From an optimization exercise on the open Yosys and OpenROAD flow, aimed at small area; shortcuts taken in it are not production practice.
In this exercise RTL edits were held to simulation tests only and were not proved equivalent to the original.
Power figures rest on the tool's default switching activity, not on a simulated workload.

==> run a <==
==> flow/design.v <==
module sq_serial_parser (
    input  wire         clk,
    input  wire         rst,
    input  wire         in_valid,
    input  wire [7:0]   in_byte,
    input  wire         role_tx,
    input  wire         store_wr_ok,
    input  wire         store_rd_ok,
    input  wire [15:0]  store_rd_value,
    output reg          echo_valid,
    output reg  [7:0]   echo_byte,
    output reg  [4:0]   fired,
    output wire         store_wr,
    output reg  [9:0]   store_wr_value,
    output wire         store_rd,
    output wire         report_valid,
    output wire [15:0]  report_value,
    output wire         diag_valid,
    output wire [1:0]   diag_info,
    output reg  [15:0]  node_id,
    output reg  [9:0]   tid,
    output reg          tx_armed,
    output reg  [511:0] tx_bitmap
);
    localparam [4:0] C_PLAIN = 5'b10000;
    localparam [4:0] C_DET   = 5'b10001;
    localparam [4:0] C_SID   = 5'b10010;
    localparam [4:0] C_TID   = 5'b10100;
    localparam [4:0] C_ARM   = 5'b11000;
    localparam [4:0] C_RID   = 5'b10011;
    localparam [2:0] P_SID = 3'd0, P_TID = 3'd1, P_ARM = 3'd2, P_RID = 3'd3, P_DET = 3'd4;
    reg  [639:0] cw;           
    reg          det4;           
    reg  [2:0]   pt;             
    reg  [2:0]   pl;             
    reg  [7:0]   cnt;            
    reg          okr;            
    reg  [4:0] hexc;
    always @* begin
        if (in_byte >= 8'h30 && in_byte <= 8'h39)
            hexc = {1'b0, in_byte[3:0]};
        else if ((in_byte >= 8'h41 && in_byte <= 8'h46) ||
                 (in_byte >= 8'h61 && in_byte <= 8'h66))
            hexc = {1'b0, in_byte[3:0] + 4'd9};
        else
            hexc = C_PLAIN;
    end
    wire comma = (in_byte == 8'h2C);
    reg  [4:0] code;
    always @* begin
        code = hexc;
        if (comma && pl == 3'd4) begin
            case (pt)
                P_SID:   code = C_SID;
                P_TID:   code = C_TID;
                P_ARM:   code = C_ARM;
                P_RID:   code = C_RID;
                default: code = C_DET;
            endcase
        end
    end
    reg [2:0] pt_n, pl_n;
    always @* begin
        pt_n = pt;
        pl_n = 3'd0;
        if (in_byte == 8'h23) begin
            pl_n = 3'd1;
        end else begin
            case (pl)
                3'd1: begin
                    pl_n = 3'd2;
                    case (in_byte)
                        "S":     pt_n = P_SID;
                        "T":     pt_n = P_TID;
                        "A":     pt_n = P_ARM;
                        "R":     pt_n = P_RID;
                        "D":     pt_n = P_DET;
                        default: pl_n = 3'd0;
                    endcase
                end
                3'd2: begin
                    case (pt)
                        P_ARM:   pl_n = (in_byte == "R") ? 3'd3 : 3'd0;
                        P_DET:   pl_n = (in_byte == "E") ? 3'd3 : 3'd0;
                        default: pl_n = (in_byte == "I") ? 3'd3 : 3'd0;
                    endcase
                end
                3'd3: begin
                    case (pt)
                        P_ARM:   pl_n = (in_byte == "M") ? 3'd4 : 3'd0;
                        P_DET:   pl_n = (in_byte == "T") ? 3'd4 : 3'd0;
                        default: pl_n = (in_byte == "D") ? 3'd4 : 3'd0;
                    endcase
                end
                default: pl_n = 3'd0;
            endcase
        end
    end
    wire term = (in_byte == 8'h3B);
    wire g1   = |cnt;
    wire g2   = |cnt[7:1];
    wire g4   = |cnt[7:2];
    wire g129 = cnt[7] & cnt[0];
    wire m_sid = term && g4   && (cw[620 +: 5] == C_SID);
    wire m_tid = term && g4   && (cw[620 +: 5] == C_TID);
    wire m_arm = term && g2   && (cw[630 +: 5] == C_ARM);
    wire m_rid = term && g1   && (cw[635 +: 5] == C_RID);
    wire m_det = term && g129 && det4;
    function is_digit;
        input [4:0] c;
        begin
            is_digit = !c[4] && (c[3:0] <= 4'd9);
        end
    endfunction
    wire [4:0] p0 = cw[625 +: 5];
    wire [4:0] p1 = cw[630 +: 5];
    wire [4:0] p2 = cw[635 +: 5];
    wire [9:0] dec_val = (is_digit(p0) && is_digit(p1) && is_digit(p2)) ?
                         p0[3:0] * 10'd100 + p1[3:0] * 10'd10 + p2[3:0] : 10'd0;
    wire       arm_val = (p2 == 5'b00001);
    reg  [511:0] det_val;
    integer k;
    always @* begin
        for (k = 0; k < 64; k = k + 1)
            det_val[8*k +: 8] = (cw[5*(2*k) + 4] || cw[5*(2*k+1) + 4]) ? 8'h00 :
                                {cw[5*(2*k) +: 4], cw[5*(2*k+1) +: 4]};
    end
    assign store_wr     = fired[0];
    assign store_rd     = fired[1];
    assign report_valid = fired[1] & okr;
    assign report_value = node_id;
    assign diag_valid   = (fired[0] | fired[1]) & ~okr;
    assign diag_info    = {fired[0], fired[1]};
    always @(posedge clk) begin
        if (in_valid) begin
            cw   <= {code, cw[639:5]};
            det4 <= (cw[0 +: 5] == C_DET);
        end
    end
    always @(posedge clk) begin
        echo_byte      <= in_byte;
        store_wr_value <= dec_val;
        okr            <= m_sid ? store_wr_ok : store_rd_ok;
    end
    always @(posedge clk) begin
        if (rst) begin
            pt         <= P_SID;
            pl         <= 3'd0;
            cnt        <= 8'd0;
            echo_valid <= 1'b0;
            fired      <= 5'b0;
            node_id    <= 16'hFFFF;
            tid        <= 10'd0;
            tx_armed   <= 1'b0;
            tx_bitmap  <= 512'd0;
        end else begin
            echo_valid <= in_valid;
            fired      <= in_valid ? {m_det, m_arm, m_tid, m_rid, m_sid} : 5'b0;
            if (in_valid) begin
                pt <= pt_n;
                pl <= pl_n;
                if (!g129)
                    cnt <= cnt + 8'd1;
                if (m_sid && store_wr_ok)
                    node_id <= {6'd0, dec_val};
                if (m_rid && store_rd_ok)
                    node_id <= store_rd_value;
                if (m_tid)
                    tid <= dec_val;
                if (m_arm && role_tx)
                    tx_armed <= arm_val;
                if (m_det && role_tx)
                    tx_bitmap <= det_val;
            end
        end
    end
endmodule
==> flow/run.sh <==
#!/bin/bash
# synth_recipe.tcl (not shown) runs the flow's synth.tcl, then flattens the netlist and writes it again
# the make line also repeats each setting of config.mk as NAME=value (left out here)
make -C /OpenROAD-flow-scripts/flow DESIGN_CONFIG=/design/flow/config.mk WORK_HOME=/design/flow/orfs CLKGATE_MAP_FILE= SYNTH_SCRIPT=/design/flow/synth_recipe.tcl finish
==> flow/config.mk <==
export PLATFORM = sky130hd
export DESIGN_NAME = sq_serial_parser
export DESIGN_NICKNAME = sq_serial_parser
export VERILOG_FILES = /design/flow/design.v
export SDC_FILE = /design/flow/constraint.sdc
export NUM_CORES = 4
export LEC_CHECK = 0
export CAP_MARGIN = 20
export CORE_MARGIN = 2
export CORE_UTILIZATION = 40
export PLACE_DENSITY = 0.6
export SLEW_MARGIN = 20
==> flow/constraint.sdc <==
create_clock -name core_clock -period 5.0 [get_ports {clk}]
set_input_delay 1.0000 -clock core_clock [delete_from_list [all_inputs] [get_ports {clk}]]
set_output_delay 1.0000 -clock core_clock [all_outputs]
set_load 0.01 [all_outputs]
==> inputs of run b, as changes to run a <==
--- a/flow/design.v
+++ b/flow/design.v
@@ -124,3 +124,3 @@
         for (k = 0; k < 64; k = k + 1)
-            det_val[8*k +: 8] = (cw[5*(2*k) + 4] || cw[5*(2*k+1) + 4]) ? 8'h00 :
+            det_val[8*k +: 8] = {8{~cw[5*(2*k) + 4] & ~cw[5*(2*k+1) + 4]}} &
                                 {cw[5*(2*k) +: 4], cw[5*(2*k+1) +: 4]};
@@ -139,2 +139,6 @@
     end
+    wire ld = in_valid & ~rst & m_det & role_tx;
+    wire kp = ~(in_valid & m_det & role_tx) & ~rst;
+    always @(posedge clk)
+        tx_bitmap <= ({512{ld}} & det_val) | ({512{kp}} & tx_bitmap);
     always @(posedge clk) begin
@@ -154,3 +158,2 @@
             tx_armed   <= 1'b0;
-            tx_bitmap  <= 512'd0;
         end else begin
@@ -171,4 +174,2 @@
                     tx_armed <= arm_val;
-                if (m_det && role_tx)
-                    tx_bitmap <= det_val;
             end
==> flow/flow/run.sh (new file) <==
#!/bin/bash
set -euo pipefail
bash standard.sh \
  "BUFFER_PORTS_ARGS=-buffer_cell sky130_fd_sc_hd__buf_1" \
  finish > flow_make.log 2>&1
==> flow/standard.sh (new file) <==
#!/bin/bash
# synth_recipe.tcl (not shown) runs the flow's synth.tcl, then flattens the netlist and writes it again
# the make line also repeats each setting of config.mk as NAME=value (left out here)
make -C /OpenROAD-flow-scripts/flow DESIGN_CONFIG=/design/flow/config.mk WORK_HOME=/design/flow/orfs CLKGATE_MAP_FILE= SYNTH_SCRIPT=/design/flow/synth_recipe.tcl "${@:-finish}"
removed: flow/run.sh
==> summary of the runs <==
Run a completed with no timing, DRC or antenna violations. Run b finished with timing, DRC and antenna clean.
In run a the via count is higher than in run b, by about 24%.
Against run a, the final cell count of run b is lower by about 20%.
In run a the clock skew is lower than in run b, by 15 ps.
Sequential power is about the same in run b and run a.

==> re-timing with driven ports <==
No port has a modelled driver above. Below, the same layouts with a new extraction and two added sets of constraints. Step 1: set_driving_cell puts a clkbuf_16 on clk and a buf_2 on each other input, an assumption about the parent block. Step 2, shift: input delay + t, output delay - t, t = (earliest + latest rising clock arrival at the registers) / 2. This alone moves slack from input paths to output paths. Slacks: ideal ports / drivers / drivers and shift; pairs: ideal ports / drivers.
run | t, ns | slack for setup (ns) | worst setup path after step 2 | worst slew at a driven data input, ns
run a | 0.767 | 1.404 / 1.404 / 0.954 | input to register | 0.06
run b | 0.746 | 1.457 / 1.457 / 1.233 | input to register | 0.08
After both steps setup and hold are still met in every run listed. The setup slack of run a, which loses most, moves by 0.000 ns with the drivers and by -0.450 ns with both steps.
